From an optimization exercise on the open Yosys and OpenROAD flow, aimed at small area; shortcuts taken in it are not production practice.
In this exercise RTL edits were held to simulation tests only and were not proved equivalent to the original.
Power and IR drop assume default switching activity.

File: flow/design.v
module fxp_mul (
    input  wire [31:0] acc,
    input  wire [31:0] m,
    input  wire [3:0]  d,
    input  wire [3:0]  inj,
    output wire [35:0] s
);
    wire pp0_0;
    wire pp0_1;
    wire pp0_2;
    wire pp0_3;
    wire pp0_4;
    wire pp0_5;
    wire pp0_6;
    wire pp0_7;
    wire pp0_8;
    wire pp0_9;
    wire pp0_10;
    wire pp0_11;
    wire pp0_12;
    wire pp0_13;
    wire pp0_14;
    wire pp0_15;
    wire pp0_16;
    wire pp0_17;
    wire pp0_18;
    wire pp0_19;
    wire pp0_20;
    wire pp0_21;
    wire pp0_22;
    wire pp0_23;
    wire pp0_24;
    wire pp0_25;
    wire pp0_26;
    wire pp0_27;
    wire pp0_28;
    wire pp0_29;
    wire pp0_30;
    wire pp0_31;
    wire pp1_0;
    wire pp1_1;
    wire pp1_2;
    wire pp1_3;
    wire pp1_4;
    wire pp1_5;
    wire pp1_6;
    wire pp1_7;
    wire pp1_8;
    wire pp1_9;
    wire pp1_10;
    wire pp1_11;
    wire pp1_12;
    wire pp1_13;
    wire pp1_14;
    wire pp1_15;
    wire pp1_16;
    wire pp1_17;
    wire pp1_18;
    wire pp1_19;
    wire pp1_20;
    wire pp1_21;
    wire pp1_22;
    wire pp1_23;
    wire pp1_24;
    wire pp1_25;
    wire pp1_26;
    wire pp1_27;
    wire pp1_28;
    wire pp1_29;
    wire pp1_30;
    wire pp1_31;
    wire pp2_0;
    wire pp2_1;
    wire pp2_2;
    wire pp2_3;
    wire pp2_4;
    wire pp2_5;
    wire pp2_6;
    wire pp2_7;
    wire pp2_8;
    wire pp2_9;
    wire pp2_10;
    wire pp2_11;
    wire pp2_12;
    wire pp2_13;
    wire pp2_14;
    wire pp2_15;
    wire pp2_16;
    wire pp2_17;
    wire pp2_18;
    wire pp2_19;
    wire pp2_20;
    wire pp2_21;
    wire pp2_22;
    wire pp2_23;
    wire pp2_24;
    wire pp2_25;
    wire pp2_26;
    wire pp2_27;
    wire pp2_28;
    wire pp2_29;
    wire pp2_30;
    wire pp2_31;
    wire pp3_0;
    wire pp3_1;
    wire pp3_2;
    wire pp3_3;
    wire pp3_4;
    wire pp3_5;
    wire pp3_6;
    wire pp3_7;
    wire pp3_8;
    wire pp3_9;
    wire pp3_10;
    wire pp3_11;
    wire pp3_12;
    wire pp3_13;
    wire pp3_14;
    wire pp3_15;
    wire pp3_16;
    wire pp3_17;
    wire pp3_18;
    wire pp3_19;
    wire pp3_20;
    wire pp3_21;
    wire pp3_22;
    wire pp3_23;
    wire pp3_24;
    wire pp3_25;
    wire pp3_26;
    wire pp3_27;
    wire pp3_28;
    wire pp3_29;
    wire pp3_30;
    wire pp3_31;
    wire s1;
    wire c2;
    wire s3;
    wire c4;
    wire s5;
    wire c6;
    wire s7;
    wire c8;
    wire s9;
    wire c10;
    wire s11;
    wire c12;
    wire s13;
    wire c14;
    wire s15;
    wire c16;
    wire s17;
    wire c18;
    wire s19;
    wire c20;
    wire s21;
    wire c22;
    wire s23;
    wire c24;
    wire s25;
    wire c26;
    wire s27;
    wire c28;
    wire s29;
    wire c30;
    wire s31;
    wire c32;
    wire s33;
    wire c34;
    wire s35;
    wire c36;
    wire s37;
    wire c38;
    wire s39;
    wire c40;
    wire s41;
    wire c42;
    wire s43;
    wire c44;
    wire s45;
    wire c46;
    wire s47;
    wire c48;
    wire s49;
    wire c50;
    wire s51;
    wire c52;
    wire s53;
    wire c54;
    wire s55;
    wire c56;
    wire s57;
    wire c58;
    wire s59;
    wire c60;
    wire s61;
    wire c62;
    wire s63;
    wire c64;
    wire s65;
    wire c66;
    wire s67;
    wire c68;
    wire s69;
    wire c70;
    wire s71;
    wire c72;
    wire s73;
    wire c74;
    wire s75;
    wire c76;
    wire s77;
    wire c78;
    wire s79;
    wire c80;
    wire s81;
    wire c82;
    wire s83;
    wire c84;
    wire s85;
    wire c86;
    wire s87;
    wire c88;
    wire s89;
    wire c90;
    wire s91;
    wire c92;
    wire s93;
    wire c94;
    wire s95;
    wire c96;
    wire s97;
    wire c98;
    wire s99;
    wire c100;
    wire s101;
    wire c102;
    wire s103;
    wire c104;
    wire s105;
    wire c106;
    wire s107;
    wire c108;
    wire s109;
    wire c110;
    wire s111;
    wire c112;
    wire s113;
    wire c114;
    wire s115;
    wire c116;
    wire s117;
    wire c118;
    wire s119;
    wire c120;
    wire s121;
    wire c122;
    wire s123;
    wire c124;
    wire s125;
    wire c126;
    wire s127;
    wire c128;
    wire s129;
    wire c130;
    wire s131;
    wire c132;
    wire s133;
    wire c134;
    wire s135;
    wire c136;
    wire s137;
    wire c138;
    wire s139;
    wire c140;
    wire s141;
    wire c142;
    wire s143;
    wire c144;
    wire s145;
    wire c146;
    wire s147;
    wire c148;
    wire s149;
    wire c150;
    wire s151;
    wire c152;
    wire s153;
    wire c154;
    wire s155;
    wire c156;
    wire s157;
    wire c158;
    wire s159;
    wire c160;
    wire s161;
    wire c162;
    wire s163;
    wire c164;
    wire s165;
    wire c166;
    wire s167;
    wire c168;
    wire s169;
    wire c170;
    wire s171;
    wire c172;
    wire s173;
    wire c174;
    wire s175;
    wire c176;
    wire s177;
    wire c178;
    wire s179;
    wire c180;
    wire s181;
    wire c182;
    wire s183;
    wire c184;
    wire s185;
    wire c186;
    wire s187;
    wire c188;
    wire s189;
    wire c190;
    wire s191;
    wire c192;
    wire s193;
    wire c194;
    wire s195;
    wire c196;
    wire s197;
    wire c198;
    wire s199;
    wire c200;
    wire s201;
    wire c202;
    wire s203;
    wire c204;
    wire s205;
    wire c206;
    wire s207;
    wire c208;
    wire s209;
    wire c210;
    wire s211;
    wire c212;
    wire s213;
    wire c214;
    wire s215;
    wire c216;
    wire s217;
    wire c218;
    wire s219;
    wire c220;
    wire s221;
    wire c222;
    wire s223;
    wire c224;
    wire s225;
    wire c226;
    wire s227;
    wire c228;
    wire s229;
    wire c230;
    wire s231;
    wire c232;
    wire s233;
    wire c234;
    wire s235;
    wire c236;
    wire s237;
    wire c238;
    wire s239;
    wire c240;
    wire s241;
    wire c242;
    wire s243;
    wire c244;
    wire s245;
    wire c246;
    wire s247;
    wire c248;
    wire s249;
    wire c250;
    wire s251;
    wire c252;
    wire s253;
    wire c254;
    wire s255;
    wire c256;
    wire r257;
    wire p258;
    wire r259;
    wire q260;
    wire p261;
    wire r262;
    wire q263;
    wire p264;
    wire r265;
    wire q266;
    wire p267;
    wire r268;
    wire q269;
    wire p270;
    wire r271;
    wire q272;
    wire p273;
    wire r274;
    wire q275;
    wire p276;
    wire r277;
    wire q278;
    wire p279;
    wire r280;
    wire q281;
    wire p282;
    wire r283;
    wire q284;
    wire p285;
    wire r286;
    wire q287;
    wire p288;
    wire r289;
    wire q290;
    wire p291;
    wire r292;
    wire q293;
    wire p294;
    wire r295;
    wire q296;
    assign pp0_0 = m[0] & d[0];
    assign pp0_1 = m[1] & d[0];
    assign pp0_2 = m[2] & d[0];
    assign pp0_3 = m[3] & d[0];
    assign pp0_4 = m[4] & d[0];
    assign pp0_5 = m[5] & d[0];
    assign pp0_6 = m[6] & d[0];
    assign pp0_7 = m[7] & d[0];
    assign pp0_8 = m[8] & d[0];
    assign pp0_9 = m[9] & d[0];
    assign pp0_10 = m[10] & d[0];
    assign pp0_11 = m[11] & d[0];
    assign pp0_12 = m[12] & d[0];
    assign pp0_13 = m[13] & d[0];
    assign pp0_14 = m[14] & d[0];
    assign pp0_15 = m[15] & d[0];
    assign pp0_16 = m[16] & d[0];
    assign pp0_17 = m[17] & d[0];
    assign pp0_18 = m[18] & d[0];
    assign pp0_19 = m[19] & d[0];
    assign pp0_20 = m[20] & d[0];
    assign pp0_21 = m[21] & d[0];
    assign pp0_22 = m[22] & d[0];
    assign pp0_23 = m[23] & d[0];
    assign pp0_24 = m[24] & d[0];
    assign pp0_25 = m[25] & d[0];
    assign pp0_26 = m[26] & d[0];
    assign pp0_27 = m[27] & d[0];
    assign pp0_28 = m[28] & d[0];
    assign pp0_29 = m[29] & d[0];
    assign pp0_30 = m[30] & d[0];
    assign pp0_31 = m[31] & d[0];
    assign pp1_0 = m[0] & d[1];
    assign pp1_1 = m[1] & d[1];
    assign pp1_2 = m[2] & d[1];
    assign pp1_3 = m[3] & d[1];
    assign pp1_4 = m[4] & d[1];
    assign pp1_5 = m[5] & d[1];
    assign pp1_6 = m[6] & d[1];
    assign pp1_7 = m[7] & d[1];
    assign pp1_8 = m[8] & d[1];
    assign pp1_9 = m[9] & d[1];
    assign pp1_10 = m[10] & d[1];
    assign pp1_11 = m[11] & d[1];
    assign pp1_12 = m[12] & d[1];
    assign pp1_13 = m[13] & d[1];
    assign pp1_14 = m[14] & d[1];
    assign pp1_15 = m[15] & d[1];
    assign pp1_16 = m[16] & d[1];
    assign pp1_17 = m[17] & d[1];
    assign pp1_18 = m[18] & d[1];
    assign pp1_19 = m[19] & d[1];
    assign pp1_20 = m[20] & d[1];
    assign pp1_21 = m[21] & d[1];
    assign pp1_22 = m[22] & d[1];
    assign pp1_23 = m[23] & d[1];
    assign pp1_24 = m[24] & d[1];
    assign pp1_25 = m[25] & d[1];
    assign pp1_26 = m[26] & d[1];
    assign pp1_27 = m[27] & d[1];
    assign pp1_28 = m[28] & d[1];
    assign pp1_29 = m[29] & d[1];
    assign pp1_30 = m[30] & d[1];
    assign pp1_31 = m[31] & d[1];
    assign pp2_0 = m[0] & d[2];
    assign pp2_1 = m[1] & d[2];
    assign pp2_2 = m[2] & d[2];
    assign pp2_3 = m[3] & d[2];
    assign pp2_4 = m[4] & d[2];
    assign pp2_5 = m[5] & d[2];
    assign pp2_6 = m[6] & d[2];
    assign pp2_7 = m[7] & d[2];
    assign pp2_8 = m[8] & d[2];
    assign pp2_9 = m[9] & d[2];
    assign pp2_10 = m[10] & d[2];
    assign pp2_11 = m[11] & d[2];
    assign pp2_12 = m[12] & d[2];
    assign pp2_13 = m[13] & d[2];
    assign pp2_14 = m[14] & d[2];
    assign pp2_15 = m[15] & d[2];
    assign pp2_16 = m[16] & d[2];
    assign pp2_17 = m[17] & d[2];
    assign pp2_18 = m[18] & d[2];
    assign pp2_19 = m[19] & d[2];
    assign pp2_20 = m[20] & d[2];
    assign pp2_21 = m[21] & d[2];
    assign pp2_22 = m[22] & d[2];
    assign pp2_23 = m[23] & d[2];
    assign pp2_24 = m[24] & d[2];
    assign pp2_25 = m[25] & d[2];
    assign pp2_26 = m[26] & d[2];
    assign pp2_27 = m[27] & d[2];
    assign pp2_28 = m[28] & d[2];
    assign pp2_29 = m[29] & d[2];
    assign pp2_30 = m[30] & d[2];
    assign pp2_31 = m[31] & d[2];
    assign pp3_0 = m[0] & d[3];
    assign pp3_1 = m[1] & d[3];
    assign pp3_2 = m[2] & d[3];
    assign pp3_3 = m[3] & d[3];
    assign pp3_4 = m[4] & d[3];
    assign pp3_5 = m[5] & d[3];
    assign pp3_6 = m[6] & d[3];
    assign pp3_7 = m[7] & d[3];
    assign pp3_8 = m[8] & d[3];
    assign pp3_9 = m[9] & d[3];
    assign pp3_10 = m[10] & d[3];
    assign pp3_11 = m[11] & d[3];
    assign pp3_12 = m[12] & d[3];
    assign pp3_13 = m[13] & d[3];
    assign pp3_14 = m[14] & d[3];
    assign pp3_15 = m[15] & d[3];
    assign pp3_16 = m[16] & d[3];
    assign pp3_17 = m[17] & d[3];
    assign pp3_18 = m[18] & d[3];
    assign pp3_19 = m[19] & d[3];
    assign pp3_20 = m[20] & d[3];
    assign pp3_21 = m[21] & d[3];
    assign pp3_22 = m[22] & d[3];
    assign pp3_23 = m[23] & d[3];
    assign pp3_24 = m[24] & d[3];
    assign pp3_25 = m[25] & d[3];
    assign pp3_26 = m[26] & d[3];
    assign pp3_27 = m[27] & d[3];
    assign pp3_28 = m[28] & d[3];
    assign pp3_29 = m[29] & d[3];
    assign pp3_30 = m[30] & d[3];
    assign pp3_31 = m[31] & d[3];
    assign s1 = acc[0] ^ pp0_0 ^ inj[0];
    assign c2 = (acc[0] & pp0_0) | (inj[0] & (acc[0] ^ pp0_0));
    assign s3 = acc[1] ^ pp0_1 ^ pp1_0;
    assign c4 = (acc[1] & pp0_1) | (pp1_0 & (acc[1] ^ pp0_1));
    assign s5 = acc[2] ^ pp0_2 ^ pp1_1;
    assign c6 = (acc[2] & pp0_2) | (pp1_1 & (acc[2] ^ pp0_2));
    assign s7 = acc[3] ^ pp0_3 ^ pp1_2;
    assign c8 = (acc[3] & pp0_3) | (pp1_2 & (acc[3] ^ pp0_3));
    assign s9 = pp2_1 ^ pp3_0 ^ inj[3];
    assign c10 = (pp2_1 & pp3_0) | (inj[3] & (pp2_1 ^ pp3_0));
    assign s11 = acc[4] ^ pp0_4 ^ pp1_3;
    assign c12 = (acc[4] & pp0_4) | (pp1_3 & (acc[4] ^ pp0_4));
    assign s13 = acc[5] ^ pp0_5 ^ pp1_4;
    assign c14 = (acc[5] & pp0_5) | (pp1_4 & (acc[5] ^ pp0_5));
    assign s15 = acc[6] ^ pp0_6 ^ pp1_5;
    assign c16 = (acc[6] & pp0_6) | (pp1_5 & (acc[6] ^ pp0_6));
    assign s17 = acc[7] ^ pp0_7 ^ pp1_6;
    assign c18 = (acc[7] & pp0_7) | (pp1_6 & (acc[7] ^ pp0_7));
    assign s19 = acc[8] ^ pp0_8 ^ pp1_7;
    assign c20 = (acc[8] & pp0_8) | (pp1_7 & (acc[8] ^ pp0_8));
    assign s21 = acc[9] ^ pp0_9 ^ pp1_8;
    assign c22 = (acc[9] & pp0_9) | (pp1_8 & (acc[9] ^ pp0_9));
    assign s23 = acc[10] ^ pp0_10 ^ pp1_9;
    assign c24 = (acc[10] & pp0_10) | (pp1_9 & (acc[10] ^ pp0_10));
    assign s25 = acc[11] ^ pp0_11 ^ pp1_10;
    assign c26 = (acc[11] & pp0_11) | (pp1_10 & (acc[11] ^ pp0_11));
    assign s27 = acc[12] ^ pp0_12 ^ pp1_11;
    assign c28 = (acc[12] & pp0_12) | (pp1_11 & (acc[12] ^ pp0_12));
    assign s29 = acc[13] ^ pp0_13 ^ pp1_12;
    assign c30 = (acc[13] & pp0_13) | (pp1_12 & (acc[13] ^ pp0_13));
    assign s31 = acc[14] ^ pp0_14 ^ pp1_13;
    assign c32 = (acc[14] & pp0_14) | (pp1_13 & (acc[14] ^ pp0_14));
    assign s33 = acc[15] ^ pp0_15 ^ pp1_14;
    assign c34 = (acc[15] & pp0_15) | (pp1_14 & (acc[15] ^ pp0_15));
    assign s35 = acc[16] ^ pp0_16 ^ pp1_15;
    assign c36 = (acc[16] & pp0_16) | (pp1_15 & (acc[16] ^ pp0_16));
    assign s37 = acc[17] ^ pp0_17 ^ pp1_16;
    assign c38 = (acc[17] & pp0_17) | (pp1_16 & (acc[17] ^ pp0_17));
    assign s39 = acc[18] ^ pp0_18 ^ pp1_17;
    assign c40 = (acc[18] & pp0_18) | (pp1_17 & (acc[18] ^ pp0_18));
    assign s41 = acc[19] ^ pp0_19 ^ pp1_18;
    assign c42 = (acc[19] & pp0_19) | (pp1_18 & (acc[19] ^ pp0_19));
    assign s43 = acc[20] ^ pp0_20 ^ pp1_19;
    assign c44 = (acc[20] & pp0_20) | (pp1_19 & (acc[20] ^ pp0_20));
    assign s45 = acc[21] ^ pp0_21 ^ pp1_20;
    assign c46 = (acc[21] & pp0_21) | (pp1_20 & (acc[21] ^ pp0_21));
    assign s47 = acc[22] ^ pp0_22 ^ pp1_21;
    assign c48 = (acc[22] & pp0_22) | (pp1_21 & (acc[22] ^ pp0_22));
    assign s49 = acc[23] ^ pp0_23 ^ pp1_22;
    assign c50 = (acc[23] & pp0_23) | (pp1_22 & (acc[23] ^ pp0_23));
    assign s51 = acc[24] ^ pp0_24 ^ pp1_23;
    assign c52 = (acc[24] & pp0_24) | (pp1_23 & (acc[24] ^ pp0_24));
    assign s53 = acc[25] ^ pp0_25 ^ pp1_24;
    assign c54 = (acc[25] & pp0_25) | (pp1_24 & (acc[25] ^ pp0_25));
    assign s55 = acc[26] ^ pp0_26 ^ pp1_25;
    assign c56 = (acc[26] & pp0_26) | (pp1_25 & (acc[26] ^ pp0_26));
    assign s57 = acc[27] ^ pp0_27 ^ pp1_26;
    assign c58 = (acc[27] & pp0_27) | (pp1_26 & (acc[27] ^ pp0_27));
    assign s59 = acc[28] ^ pp0_28 ^ pp1_27;
    assign c60 = (acc[28] & pp0_28) | (pp1_27 & (acc[28] ^ pp0_28));
    assign s61 = acc[29] ^ pp0_29 ^ pp1_28;
    assign c62 = (acc[29] & pp0_29) | (pp1_28 & (acc[29] ^ pp0_29));
    assign s63 = acc[30] ^ pp0_30 ^ pp1_29;
    assign c64 = (acc[30] & pp0_30) | (pp1_29 & (acc[30] ^ pp0_30));
    assign s65 = acc[31] ^ pp0_31 ^ pp1_30;
    assign c66 = (acc[31] & pp0_31) | (pp1_30 & (acc[31] ^ pp0_31));
    assign s67 = pp1_31 ^ pp2_30 ^ pp3_29;
    assign c68 = (pp1_31 & pp2_30) | (pp3_29 & (pp1_31 ^ pp2_30));
    assign s69 = inj[1] ^ c2 ^ s3;
    assign c70 = (inj[1] & c2) | (s3 & (inj[1] ^ c2));
    assign s71 = pp2_0 ^ inj[2] ^ c4;
    assign c72 = (pp2_0 & inj[2]) | (c4 & (pp2_0 ^ inj[2]));
    assign s73 = c6 ^ s7 ^ s9;
    assign c74 = (c6 & s7) | (s9 & (c6 ^ s7));
    assign s75 = pp2_2 ^ pp3_1 ^ c8;
    assign c76 = (pp2_2 & pp3_1) | (c8 & (pp2_2 ^ pp3_1));
    assign s77 = pp2_3 ^ pp3_2 ^ c12;
    assign c78 = (pp2_3 & pp3_2) | (c12 & (pp2_3 ^ pp3_2));
    assign s79 = pp2_4 ^ pp3_3 ^ c14;
    assign c80 = (pp2_4 & pp3_3) | (c14 & (pp2_4 ^ pp3_3));
    assign s81 = pp2_5 ^ pp3_4 ^ c16;
    assign c82 = (pp2_5 & pp3_4) | (c16 & (pp2_5 ^ pp3_4));
    assign s83 = pp2_6 ^ pp3_5 ^ c18;
    assign c84 = (pp2_6 & pp3_5) | (c18 & (pp2_6 ^ pp3_5));
    assign s85 = pp2_7 ^ pp3_6 ^ c20;
    assign c86 = (pp2_7 & pp3_6) | (c20 & (pp2_7 ^ pp3_6));
    assign s87 = pp2_8 ^ pp3_7 ^ c22;
    assign c88 = (pp2_8 & pp3_7) | (c22 & (pp2_8 ^ pp3_7));
    assign s89 = pp2_9 ^ pp3_8 ^ c24;
    assign c90 = (pp2_9 & pp3_8) | (c24 & (pp2_9 ^ pp3_8));
    assign s91 = pp2_10 ^ pp3_9 ^ c26;
    assign c92 = (pp2_10 & pp3_9) | (c26 & (pp2_10 ^ pp3_9));
    assign s93 = pp2_11 ^ pp3_10 ^ c28;
    assign c94 = (pp2_11 & pp3_10) | (c28 & (pp2_11 ^ pp3_10));
    assign s95 = pp2_12 ^ pp3_11 ^ c30;
    assign c96 = (pp2_12 & pp3_11) | (c30 & (pp2_12 ^ pp3_11));
    assign s97 = pp2_13 ^ pp3_12 ^ c32;
    assign c98 = (pp2_13 & pp3_12) | (c32 & (pp2_13 ^ pp3_12));
    assign s99 = pp2_14 ^ pp3_13 ^ c34;
    assign c100 = (pp2_14 & pp3_13) | (c34 & (pp2_14 ^ pp3_13));
    assign s101 = pp2_15 ^ pp3_14 ^ c36;
    assign c102 = (pp2_15 & pp3_14) | (c36 & (pp2_15 ^ pp3_14));
    assign s103 = pp2_16 ^ pp3_15 ^ c38;
    assign c104 = (pp2_16 & pp3_15) | (c38 & (pp2_16 ^ pp3_15));
    assign s105 = pp2_17 ^ pp3_16 ^ c40;
    assign c106 = (pp2_17 & pp3_16) | (c40 & (pp2_17 ^ pp3_16));
    assign s107 = pp2_18 ^ pp3_17 ^ c42;
    assign c108 = (pp2_18 & pp3_17) | (c42 & (pp2_18 ^ pp3_17));
    assign s109 = pp2_19 ^ pp3_18 ^ c44;
    assign c110 = (pp2_19 & pp3_18) | (c44 & (pp2_19 ^ pp3_18));
    assign s111 = pp2_20 ^ pp3_19 ^ c46;
    assign c112 = (pp2_20 & pp3_19) | (c46 & (pp2_20 ^ pp3_19));
    assign s113 = pp2_21 ^ pp3_20 ^ c48;
    assign c114 = (pp2_21 & pp3_20) | (c48 & (pp2_21 ^ pp3_20));
    assign s115 = pp2_22 ^ pp3_21 ^ c50;
    assign c116 = (pp2_22 & pp3_21) | (c50 & (pp2_22 ^ pp3_21));
    assign s117 = pp2_23 ^ pp3_22 ^ c52;
    assign c118 = (pp2_23 & pp3_22) | (c52 & (pp2_23 ^ pp3_22));
    assign s119 = pp2_24 ^ pp3_23 ^ c54;
    assign c120 = (pp2_24 & pp3_23) | (c54 & (pp2_24 ^ pp3_23));
    assign s121 = pp2_25 ^ pp3_24 ^ c56;
    assign c122 = (pp2_25 & pp3_24) | (c56 & (pp2_25 ^ pp3_24));
    assign s123 = pp2_26 ^ pp3_25 ^ c58;
    assign c124 = (pp2_26 & pp3_25) | (c58 & (pp2_26 ^ pp3_25));
    assign s125 = pp2_27 ^ pp3_26 ^ c60;
    assign c126 = (pp2_27 & pp3_26) | (c60 & (pp2_27 ^ pp3_26));
    assign s127 = pp2_28 ^ pp3_27 ^ c62;
    assign c128 = (pp2_28 & pp3_27) | (c62 & (pp2_28 ^ pp3_27));
    assign s129 = pp2_29 ^ pp3_28 ^ c64;
    assign c130 = (pp2_29 & pp3_28) | (c64 & (pp2_29 ^ pp3_28));
    assign s131 = pp2_31 ^ pp3_30 ^ c68;
    assign c132 = (pp2_31 & pp3_30) | (c68 & (pp2_31 ^ pp3_30));
    assign s133 = s5 ^ c70 ^ s71;
    assign c134 = (s5 & c70) | (s71 & (s5 ^ c70));
    assign s135 = c10 ^ s11 ^ c74;
    assign c136 = (c10 & s11) | (c74 & (c10 ^ s11));
    assign s137 = s13 ^ c76 ^ s77;
    assign c138 = (s13 & c76) | (s77 & (s13 ^ c76));
    assign s139 = s15 ^ c78 ^ s79;
    assign c140 = (s15 & c78) | (s79 & (s15 ^ c78));
    assign s141 = s17 ^ c80 ^ s81;
    assign c142 = (s17 & c80) | (s81 & (s17 ^ c80));
    assign s143 = s19 ^ c82 ^ s83;
    assign c144 = (s19 & c82) | (s83 & (s19 ^ c82));
    assign s145 = s21 ^ c84 ^ s85;
    assign c146 = (s21 & c84) | (s85 & (s21 ^ c84));
    assign s147 = s23 ^ c86 ^ s87;
    assign c148 = (s23 & c86) | (s87 & (s23 ^ c86));
    assign s149 = s25 ^ c88 ^ s89;
    assign c150 = (s25 & c88) | (s89 & (s25 ^ c88));
    assign s151 = s27 ^ c90 ^ s91;
    assign c152 = (s27 & c90) | (s91 & (s27 ^ c90));
    assign s153 = s29 ^ c92 ^ s93;
    assign c154 = (s29 & c92) | (s93 & (s29 ^ c92));
    assign s155 = s31 ^ c94 ^ s95;
    assign c156 = (s31 & c94) | (s95 & (s31 ^ c94));
    assign s157 = s33 ^ c96 ^ s97;
    assign c158 = (s33 & c96) | (s97 & (s33 ^ c96));
    assign s159 = s35 ^ c98 ^ s99;
    assign c160 = (s35 & c98) | (s99 & (s35 ^ c98));
    assign s161 = s37 ^ c100 ^ s101;
    assign c162 = (s37 & c100) | (s101 & (s37 ^ c100));
    assign s163 = s39 ^ c102 ^ s103;
    assign c164 = (s39 & c102) | (s103 & (s39 ^ c102));
    assign s165 = s41 ^ c104 ^ s105;
    assign c166 = (s41 & c104) | (s105 & (s41 ^ c104));
    assign s167 = s43 ^ c106 ^ s107;
    assign c168 = (s43 & c106) | (s107 & (s43 ^ c106));
    assign s169 = s45 ^ c108 ^ s109;
    assign c170 = (s45 & c108) | (s109 & (s45 ^ c108));
    assign s171 = s47 ^ c110 ^ s111;
    assign c172 = (s47 & c110) | (s111 & (s47 ^ c110));
    assign s173 = s49 ^ c112 ^ s113;
    assign c174 = (s49 & c112) | (s113 & (s49 ^ c112));
    assign s175 = s51 ^ c114 ^ s115;
    assign c176 = (s51 & c114) | (s115 & (s51 ^ c114));
    assign s177 = s53 ^ c116 ^ s117;
    assign c178 = (s53 & c116) | (s117 & (s53 ^ c116));
    assign s179 = s55 ^ c118 ^ s119;
    assign c180 = (s55 & c118) | (s119 & (s55 ^ c118));
    assign s181 = s57 ^ c120 ^ s121;
    assign c182 = (s57 & c120) | (s121 & (s57 ^ c120));
    assign s183 = s59 ^ c122 ^ s123;
    assign c184 = (s59 & c122) | (s123 & (s59 ^ c122));
    assign s185 = s61 ^ c124 ^ s125;
    assign c186 = (s61 & c124) | (s125 & (s61 ^ c124));
    assign s187 = s63 ^ c126 ^ s127;
    assign c188 = (s63 & c126) | (s127 & (s63 ^ c126));
    assign s189 = s65 ^ c128 ^ s129;
    assign c190 = (s65 & c128) | (s129 & (s65 ^ c128));
    assign s191 = c66 ^ s67 ^ c130;
    assign c192 = (c66 & s67) | (c130 & (c66 ^ s67));
    assign s193 = c72 ^ s73 ^ c134;
    assign c194 = (c72 & s73) | (c134 & (c72 ^ s73));
    assign s195 = s75 ^ s135 ^ c194;
    assign c196 = (s75 & s135) | (c194 & (s75 ^ s135));
    assign s197 = c136 ^ s137 ^ c196;
    assign c198 = (c136 & s137) | (c196 & (c136 ^ s137));
    assign s199 = c138 ^ s139 ^ c198;
    assign c200 = (c138 & s139) | (c198 & (c138 ^ s139));
    assign s201 = c140 ^ s141 ^ c200;
    assign c202 = (c140 & s141) | (c200 & (c140 ^ s141));
    assign s203 = c142 ^ s143 ^ c202;
    assign c204 = (c142 & s143) | (c202 & (c142 ^ s143));
    assign s205 = c144 ^ s145 ^ c204;
    assign c206 = (c144 & s145) | (c204 & (c144 ^ s145));
    assign s207 = c146 ^ s147 ^ c206;
    assign c208 = (c146 & s147) | (c206 & (c146 ^ s147));
    assign s209 = c148 ^ s149 ^ c208;
    assign c210 = (c148 & s149) | (c208 & (c148 ^ s149));
    assign s211 = c150 ^ s151 ^ c210;
    assign c212 = (c150 & s151) | (c210 & (c150 ^ s151));
    assign s213 = c152 ^ s153 ^ c212;
    assign c214 = (c152 & s153) | (c212 & (c152 ^ s153));
    assign s215 = c154 ^ s155 ^ c214;
    assign c216 = (c154 & s155) | (c214 & (c154 ^ s155));
    assign s217 = c156 ^ s157 ^ c216;
    assign c218 = (c156 & s157) | (c216 & (c156 ^ s157));
    assign s219 = c158 ^ s159 ^ c218;
    assign c220 = (c158 & s159) | (c218 & (c158 ^ s159));
    assign s221 = c160 ^ s161 ^ c220;
    assign c222 = (c160 & s161) | (c220 & (c160 ^ s161));
    assign s223 = c162 ^ s163 ^ c222;
    assign c224 = (c162 & s163) | (c222 & (c162 ^ s163));
    assign s225 = c164 ^ s165 ^ c224;
    assign c226 = (c164 & s165) | (c224 & (c164 ^ s165));
    assign s227 = c166 ^ s167 ^ c226;
    assign c228 = (c166 & s167) | (c226 & (c166 ^ s167));
    assign s229 = c168 ^ s169 ^ c228;
    assign c230 = (c168 & s169) | (c228 & (c168 ^ s169));
    assign s231 = c170 ^ s171;
    assign c232 = c170 & s171;
    assign s233 = c172 ^ s173 ^ c232;
    assign c234 = (c172 & s173) | (c232 & (c172 ^ s173));
    assign s235 = c174 ^ s175 ^ c234;
    assign c236 = (c174 & s175) | (c234 & (c174 ^ s175));
    assign s237 = c176 ^ s177 ^ c236;
    assign c238 = (c176 & s177) | (c236 & (c176 ^ s177));
    assign s239 = c178 ^ s179 ^ c238;
    assign c240 = (c178 & s179) | (c238 & (c178 ^ s179));
    assign s241 = c180 ^ s181 ^ c240;
    assign c242 = (c180 & s181) | (c240 & (c180 ^ s181));
    assign s243 = c182 ^ s183 ^ c242;
    assign c244 = (c182 & s183) | (c242 & (c182 ^ s183));
    assign s245 = c184 ^ s185 ^ c244;
    assign c246 = (c184 & s185) | (c244 & (c184 ^ s185));
    assign s247 = c186 ^ s187 ^ c246;
    assign c248 = (c186 & s187) | (c246 & (c186 ^ s187));
    assign s249 = c188 ^ s189 ^ c248;
    assign c250 = (c188 & s189) | (c248 & (c188 ^ s189));
    assign s251 = c190 ^ s191 ^ c250;
    assign c252 = (c190 & s191) | (c250 & (c190 ^ s191));
    assign s253 = s131 ^ c192 ^ c252;
    assign c254 = (s131 & c192) | (c252 & (s131 ^ c192));
    assign s255 = pp3_31 ^ c132 ^ c254;
    assign c256 = (pp3_31 & c132) | (c254 & (pp3_31 ^ c132));
    assign r257 = s231 ^ c230;
    assign p258 = c230 & s231;
    assign r259 = s233 ^ p258;
    assign q260 = s231 & s233;
    assign p261 = c230 & q260;
    assign r262 = s235 ^ p261;
    assign q263 = q260 & s235;
    assign p264 = c230 & q263;
    assign r265 = s237 ^ p264;
    assign q266 = q263 & s237;
    assign p267 = c230 & q266;
    assign r268 = s239 ^ p267;
    assign q269 = q266 & s239;
    assign p270 = c230 & q269;
    assign r271 = s241 ^ p270;
    assign q272 = q269 & s241;
    assign p273 = c230 & q272;
    assign r274 = s243 ^ p273;
    assign q275 = q272 & s243;
    assign p276 = c230 & q275;
    assign r277 = s245 ^ p276;
    assign q278 = q275 & s245;
    assign p279 = c230 & q278;
    assign r280 = s247 ^ p279;
    assign q281 = q278 & s247;
    assign p282 = c230 & q281;
    assign r283 = s249 ^ p282;
    assign q284 = q281 & s249;
    assign p285 = c230 & q284;
    assign r286 = s251 ^ p285;
    assign q287 = q284 & s251;
    assign p288 = c230 & q287;
    assign r289 = s253 ^ p288;
    assign q290 = q287 & s253;
    assign p291 = c230 & q290;
    assign r292 = s255 ^ p291;
    assign q293 = q290 & s255;
    assign p294 = c230 & q293;
    assign r295 = c256 ^ p294;
    assign q296 = q293 & c256;
    assign s[0] = s1;
    assign s[1] = s69;
    assign s[2] = s133;
    assign s[3] = s193;
    assign s[4] = s195;
    assign s[5] = s197;
    assign s[6] = s199;
    assign s[7] = s201;
    assign s[8] = s203;
    assign s[9] = s205;
    assign s[10] = s207;
    assign s[11] = s209;
    assign s[12] = s211;
    assign s[13] = s213;
    assign s[14] = s215;
    assign s[15] = s217;
    assign s[16] = s219;
    assign s[17] = s221;
    assign s[18] = s223;
    assign s[19] = s225;
    assign s[20] = s227;
    assign s[21] = s229;
    assign s[22] = r257;
    assign s[23] = r259;
    assign s[24] = r262;
    assign s[25] = r265;
    assign s[26] = r268;
    assign s[27] = r271;
    assign s[28] = r274;
    assign s[29] = r277;
    assign s[30] = r280;
    assign s[31] = r283;
    assign s[32] = r286;
    assign s[33] = r289;
    assign s[34] = r292;
    assign s[35] = r295;
endmodule
module fxp_arith32 (
    input  wire        clk,
    input  wire        rst,
    input  wire        in_valid,
    output wire        in_ready,
    input  wire [1:0]  op,
    input  wire [31:0] a,
    input  wire [31:0] b,
    output reg         out_valid,
    output wire [62:0] result,
    output reg         ovf,
    output wire        trunc,
    output wire [1:0]  div_state,
    output wire [2:0]  div_iter,
    output reg  [10:0] cost
);
    reg        busy;
    reg [5:0]  t;
    reg [1:0]  opr;
    reg        conv;
    reg        nc;
    reg [31:0] ar, br, acc;
    assign in_ready = !busy;
    wire is_div = opr[1] & opr[0];
    wire is_mul = opr[1] & ~opr[0];
    wire addsub = ~opr[1];
    wire t_fin    = t[5] & t[4];               
    wire div_norm = is_div & ~t_fin;
    wire div_bi   = div_norm & t[3];           
    wire mul_pre  = is_mul & (t[3:2] == 2'd0);
    wire mul_idle = is_mul & (t[3:2] == 2'd1);
    wire step7    = (t[2:0] == 3'd7);
    wire t_is47 = (t == 6'd47);
    wire t_is51 = (t == 6'd51);
    wire t_is59 = (t == 6'd59);
    wire mul_t3 = (t[3:0] == 4'd3);
    wire done   = is_div ? t_is59 : (is_mul ? (t[3:0] == 4'd15) : step7);
    wire pend   = is_div ? ((~t_fin & step7) | t_is51 | t_is59)
                         : (is_mul ? mul_t3 : step7);
    wire pre_end = (is_mul & mul_t3) | (is_div & t_is51);
    wire       tap16 = mul_pre | (is_div & t_fin);
    reg  [3:0] araw;
    always @(*) begin
        case (t[2:0])
            3'd0:  araw = ar[3:0];
            3'd1:  araw = ar[7:4];
            3'd2:  araw = ar[11:8];
            3'd3:  araw = ar[15:12];
            3'd4:  araw = ar[19:16];
            3'd5:  araw = ar[23:20];
            3'd6:  araw = ar[27:24];
            default: araw = ar[31:28];
        endcase
    end
    wire [3:0] raw = div_bi ? araw : (tap16 ? br[19:16] : br[3:0]);
    wire       inv = opr[0];                  
    wire       c0  = nc;
    wire [3:0] rv  = raw ^ {4{inv}};
    wire [4:0] xc  = {1'b0, rv} + {4'd0, c0};
    wire [3:0] x   = xc[3:0];
    wire [3:0]  d   = addsub ? {3'b000, t == 6'd0} : (mul_idle ? 4'd0 : x);
    wire [3:0]  inj = addsub ? x : 4'd0;
    wire [35:0] s;
    fxp_mul u_step (.acc(acc), .m(ar), .d(d), .inj(inj), .s(s));
    wire        ld_a = div_norm & step7;
    wire        ld_b = ld_a | (is_div & t_is59);
    wire        shin = addsub | (is_mul & t[3]);
    always @(posedge clk) begin
        if (rst) begin
            busy      <= 1'b0;
            out_valid <= 1'b0;
        end else begin
            out_valid <= busy & done;
            if (!busy)
                busy <= in_valid;
            else if (done)
                busy <= 1'b0;
        end
    end
    always @(posedge clk) begin
        t <= busy ? t + 6'd1 : 6'd0;
        if (!busy) begin
            opr  <= op;
            nc   <= op[0];
            ar   <= a;
            br   <= b;
            acc  <= 32'd0;
        end else begin
            nc  <= (is_div & pend) ? (t_is47 ? ~|s[18:3] : 1'b1) : xc[4];
            if (t[5:3] == 3'd0)
                conv <= ((t[2:0] == 3'd0) | conv) & (x == {step7, 3'b000});
            acc <= pend ? 32'd0 : s[35:4];    
            if (ld_a)
                ar <= {br[3:0], br[31:4]};    
            if (ld_b)
                br <= s[34:3];
            else
                br <= {shin ? s[3:0] : br[3:0], br[31:4]};
            if (pre_end)
                ovf <= s[35];
            else if (done)
                ovf <= addsub ? s[4] : (s[35] & ~ovf);
        end
    end
    assign result    = {acc[30:0], br};
    assign trunc     = is_div;
    assign div_state = {is_div, is_div & ~conv};
    assign div_iter  = {is_div & ~conv, 1'b0, is_div};
    always @(*) begin
        case (opr)
            2'd0:    cost = 11'd128;
            2'd1:    cost = 11'd160;
            2'd2:    cost = 11'd273;
            default: cost = conv ? 11'd273 : 11'd1525;
        endcase
    end
endmodule
File: flow/constraint.sdc
create_clock -name core_clock -period 15.0 [get_ports {clk}]
set_input_delay 3.0000 -clock core_clock [delete_from_list [all_inputs] [get_ports {clk}]]
set_output_delay 3.0000 -clock core_clock [all_outputs]
set_load 0.01 [all_outputs]
File: flow/flow/run.sh
#!/bin/bash
# Layout flow: the standard layout (standard.sh) with three changes.
# 1. Synthesis runs Yosys's synth with -noabc, which skips the generic
#    "abc -fast" pass that precedes full-adder extraction, so the adder
#    equations of rtl/fxp_mul.v map to full-adder cells without inverters
#    between them.
# 2. Its final technology mapping runs ABC with flow/abc_area_only.script
#    (strash; dch; map -a; topo), an area-only mapping, instead of ORFS's
#    abc_area.script, which also buffers and upsizes for delay. A variable
#    trace swaps the script name when ORFS's synthesis preamble sets it.
#    Otherwise the synthesis is the standard flow's script (synth_recipe.tcl): the same
#    registers, -nofsm -noshare, flattening and renaming.
# 3. The buffer that global placement puts on every input and output port
#    is the smallest buffer cell, sky130_fd_sc_hd__buf_1, instead of the
#    cell buffer_ports picks by default. Every port still gets its own
#    buffer.
# Floorplan, power grid, tap cells, clock tree and routing are standard.
# Each make run's output goes to its own log here, each step's to orfs/logs/.
set -euo pipefail
script="$PWD/flow/abc_area_only.script"
test -f "$script"
{
  echo "proc fxp_abc_script {args} { set ::abc_script {$script} }"
  echo "trace add variable ::abc_script write fxp_abc_script"
  sed -e '1s/yosys synth -nofsm -noshare /yosys synth -nofsm -noshare -noabc /' synth_recipe.tcl
} > synth_own.tcl
grep -q -- '-noabc' synth_own.tcl
sed -e 's#synth_recipe\.tcl#synth_own.tcl#g' standard.sh > synth_own.sh
grep -q 'synth_own\.tcl' synth_own.sh
bash synth_own.sh synth > synth.log 2>&1
grep -q "abc_area_only.script" orfs/logs/*/fxp_arith32/base/1_2_yosys.log
bash standard.sh 'BUFFER_PORTS_ARGS=-buffer_cell sky130_fd_sc_hd__buf_1' finish > layout.log 2>&1
test -f out/final.def
File: flow/flow/abc_area_only.script
strash
dch
map -a
topo
File: flow/standard.sh
#!/bin/bash
# synth_recipe.tcl (not shown) runs the flow's synth.tcl, then flattens the netlist and writes it again
# the make line also repeats each setting of config.mk as NAME=value (left out here)
make -C /OpenROAD-flow-scripts/flow DESIGN_CONFIG=/design/flow/config.mk WORK_HOME=/design/flow/orfs CLKGATE_MAP_FILE= SYNTH_SCRIPT=/design/flow/synth_recipe.tcl "${@:-finish}"
File: flow/config.mk
export PLATFORM = sky130hd
export DESIGN_NAME = fxp_arith32
export DESIGN_NICKNAME = fxp_arith32
export VERILOG_FILES = /design/flow/design.v
export SDC_FILE = /design/flow/constraint.sdc
export NUM_CORES = 4
export LEC_CHECK = 0
export ABC_AREA = 1
export CAP_MARGIN = 20
export CORE_MARGIN = 2
export CORE_UTILIZATION = 40
export PLACE_DENSITY = 0.6
export SLEW_MARGIN = 20
==> reports/results.txt <==
Comb power frac: 59.0%
worst reg2reg startpoint: opr[1]
warnings from Yosys: 1
CP Data Required Time: 15.10 ns
Slew @ Worst Pin: 0.861 ns
Tot Pwr: 0.00157 W
Die Wd: 148 um
Worst R2R Setup Slack: 0.84 ns
Pint: 0.000861 W
critical path's largest stage delay: 0.51 ns
vias in the first global route: 6627
IO Port Bufs: 147
placed cells: 1332
post-DR vias/cell: 4.94
Die Height: 148 um
DRC: 0
ratio of cells with drive above 1 in the final layout: 5.44%
min-delay src: t[0]
Hold Vio Cnt, Final: 0
skew final: 0.00923 ns
CP max FO: 8
met1 WL: 10700 um
DRT Wirelength: 23300 um
Worst setup SP type: flop
first-pass iteration count of the detailed router: 5
worst skew pair latency: 0.36 ns
max-slew violations: 0
core footprint: 20400 um2
TritonCTS clock tree: built
# rows: 52
Post-DRT Antenna Nets: 0
worst setup path start: opr[1]
CTS root buffer: clkbuf_16
largest net degree at the start of global routing: 81
sequential cell area fraction in the yosys report: 30.5%
area grow syn2layout: 13.5%
WHS: 0.456 ns
Seq cells post-synth: 109
outcome: no timing/DRC/antenna violations
gr usage total: 21.9%
first-pass GRT wire length: 36600 um
DRT iter0 DRCs: 405
part of the power in registers: 25.4%
Ports: 152
Sw Pwr: 0.000705 W
cts bufs inserted: 9
# setup viols final: 0
# H-tree levels: 3
arrival time at the worst endpoint: 14.26 ns
clk sinks: 109
max cap viols: 0
final critical-path share of the clock period: 94.4%
Core Util, Final: 46.5%
met2 wire length: 10700 um
met3 wire len: 1260 um
Peak VDD IR: 0.0000673 V
Final Wtd Congestion: 0.909
cell area after synthesis: 8340 um2
synthesized area per cell: 8.87 um2
clk buf depth: 2
Routed wire per std cell: 17.2 um
Leak: 4.10 nW
fmax: 0.0706 GHz
Post-Syn Instances: 940
fin crit period: 14.16 ns
initial antenna violation count: 0
Rel. slew slack: 42.6%
Slowest cell on crit path: fa_1
HPWL Detailed: 18100 um
Clock power frac: 15.6%
Worst Setup Path Type: reg2reg
power density over the cells: 166 nW/um2
Layout Nets: 1290
Layout Cells excl Fill: 1354
Sum Neg Setup Slack: 0 ns
Yosys cell types: 28
crit-path most repeated cell: fa_1
Via Count: 6689
Starting Density: 40.9%
uppermost layer routed: met4
Die ar.: 22000 um2
Hold/Removal Path Class: reg2reg
diode count: 0
Clk pin slew, worst setup/hold paths: 0.07 ns
switching power share of the total: 45.0%
global route overflow: 0
Crit. End Element: flop
[timing repair]
| action | 4_1_cts | 5_1_grt |
|---|---|---|
| hold buffers | 0 | 0 |
| setup endpoints to repair | 0 | 12 |
| resized for setup | 0 | 24 |
| buffers inserted | 0 | 5 |
[layer usage]
metal,up-vias,global-route usage (%)
li1,3205,-
met1,3246,31.3
met2,214,34.4
met3,24,3.74
met4,0,6.38
met5,-,0
[final timing paths]
kind	end	cells after the start
max reg2reg	ovf	56
min	t[0]	1
max	ovf	56
min reg2reg	t[0]	1
[synthesized netlist by cell type]
library cell / instances / share of area (%)
xnor2_1: 2 / 0.21
nor3_1: 16 / 0.96
buf_4: 42 / 3.8
a31oi_1: 4 / 0.30
clkinv_1: 105 / 4.7
ha_1: 15 / 2.3
o21a_1: 1 / 0.090
conb_1: 1 / 0.045
xor2_1: 9 / 0.95
o21ai_0: 29 / 1.7
nor4_1: 6 / 0.45
a2111oi_0: 5 / 0.53
o22ai_1: 12 / 0.90
fa_1: 127 / 30
or2_2: 1 / 0.075
nand2_1: 147 / 6.6
dfxtp_1: 73 / 18
a41oi_1: 1 / 0.11
a21o_2: 1 / 0.11
a22oi_1: 2 / 0.18
nor2_1: 228 / 10
o211ai_1: 1 / 0.090
nand4_1: 1 / 0.075
edfxtp_1: 36 / 13
a32oi_1: 1 / 0.11
nand3_1: 5 / 0.30
a21oi_1: 68 / 4.1
a211oi_1: 1 / 0.090
[flip-flops by register name, indices dropped and copies added (netlist names), 2 cells and up]
name / flops
acc: 32
ar: 32
br: 32
t: 6
opr: 2
[metrics by stage]
step / instance area (um2) / worst slack, ns
floorplan: 8360 / 0.314
global placement: 9040 / 0.464
detailed placement: 9040 / 0.203
CTS: 9340 / 0.167
global route: 9460 / -0.00286
finish: 9460 / 0.836
[layout make-up]
type | instances | area [um2]
inverter | 105 | 394
multi-input combinational | 687 | 5180
clock buffer | 10 | 239
clock inverter | 6 | 61.3
tap | 270 | 338
timing repair buffer | 167 | 706
fill | 2043 | 10900
sequential | 109 | 2540
[power by group through the flow]
stage	registers, W	logic [W]	clock network, W
2_1_floorplan	0.000396	0.000675	0
3_3_place_gp	0.000406	0.000894	0
3_5_place_dp	0.000406	0.000902	0
4_1_cts	0.000400	0.000910	0.000250
5_1_grt	0.000404	0.00105	0.000261
6_report	0.000398	0.000924	0.000244
[placed cells by master (no fill, tap or decap), types with 3 or more instances in the layout]
master	synthesis	routed
nor2_1	228	224
nand2_1	147	147
buf_1	0	147
fa_1	127	120
clkinv_1	105	104
dfxtp_1	73	71
a21oi_1	68	67
edfxtp_1	36	36
o21ai_0	29	28
buf_4	42	18
nor3_1	16	16
ha_1	15	14
o22ai_1	12	12
clkbuf_16	0	9
xor2_1	9	7
fa_2	0	7
nor4_1	6	6
nand3_1	5	5
nor2_2	0	4
a31oi_1	4	4
conb_1	1	4
a2111oi_0	5	3
[worst max-delay path: cells and delay by family, from the launching register on]
kind | cells | cell delay [ns]
fa+ha+maj | 25 | 10.51
simple gates | 17 | 1.42
buf+inv | 8 | 0.56
compound gates | 4 | 0.52
flops | 1 | 0.50
xor+xnor | 2 | 0.36
[logic make-up after synthesis]
logic type      count (synthesis)  share of synthesized area [%]
other cells                     1                         0.0450
xor+xnor                       11                           1.16
buf+inv                       147                           8.51
fa+ha+maj                     142                           32.7
flops                         109                           30.5
simple gates                  404                           18.7
compound gates                126                           8.31

[port drivers added, routing unchanged]
In the flow no input, the clock included, has a driving cell. The finished layout below was timed again as built, in two steps.
Step 1 sets driving cells, clkbuf_16 on the clock port and buf_2 on the other inputs (assumed; they add their load-dependent delay and slew).
Step 2 times the ports against the registers' clock, not the clock port: input delays grow and output delays shrink by t, the midpoint of the rising clock arrivals with the driver on.
Three values: ideal, step 1, step 2; two values: the first two.
t, ns: 0.406
slack for setup (ns): 0.836 / 0.836 / 0.836
pins driven straight from the clock port: 1
After both steps this run still meets setup and hold. For this run, drivers alone change the setup slack by 0.000 ns; drivers and shift together by 0.000 ns.
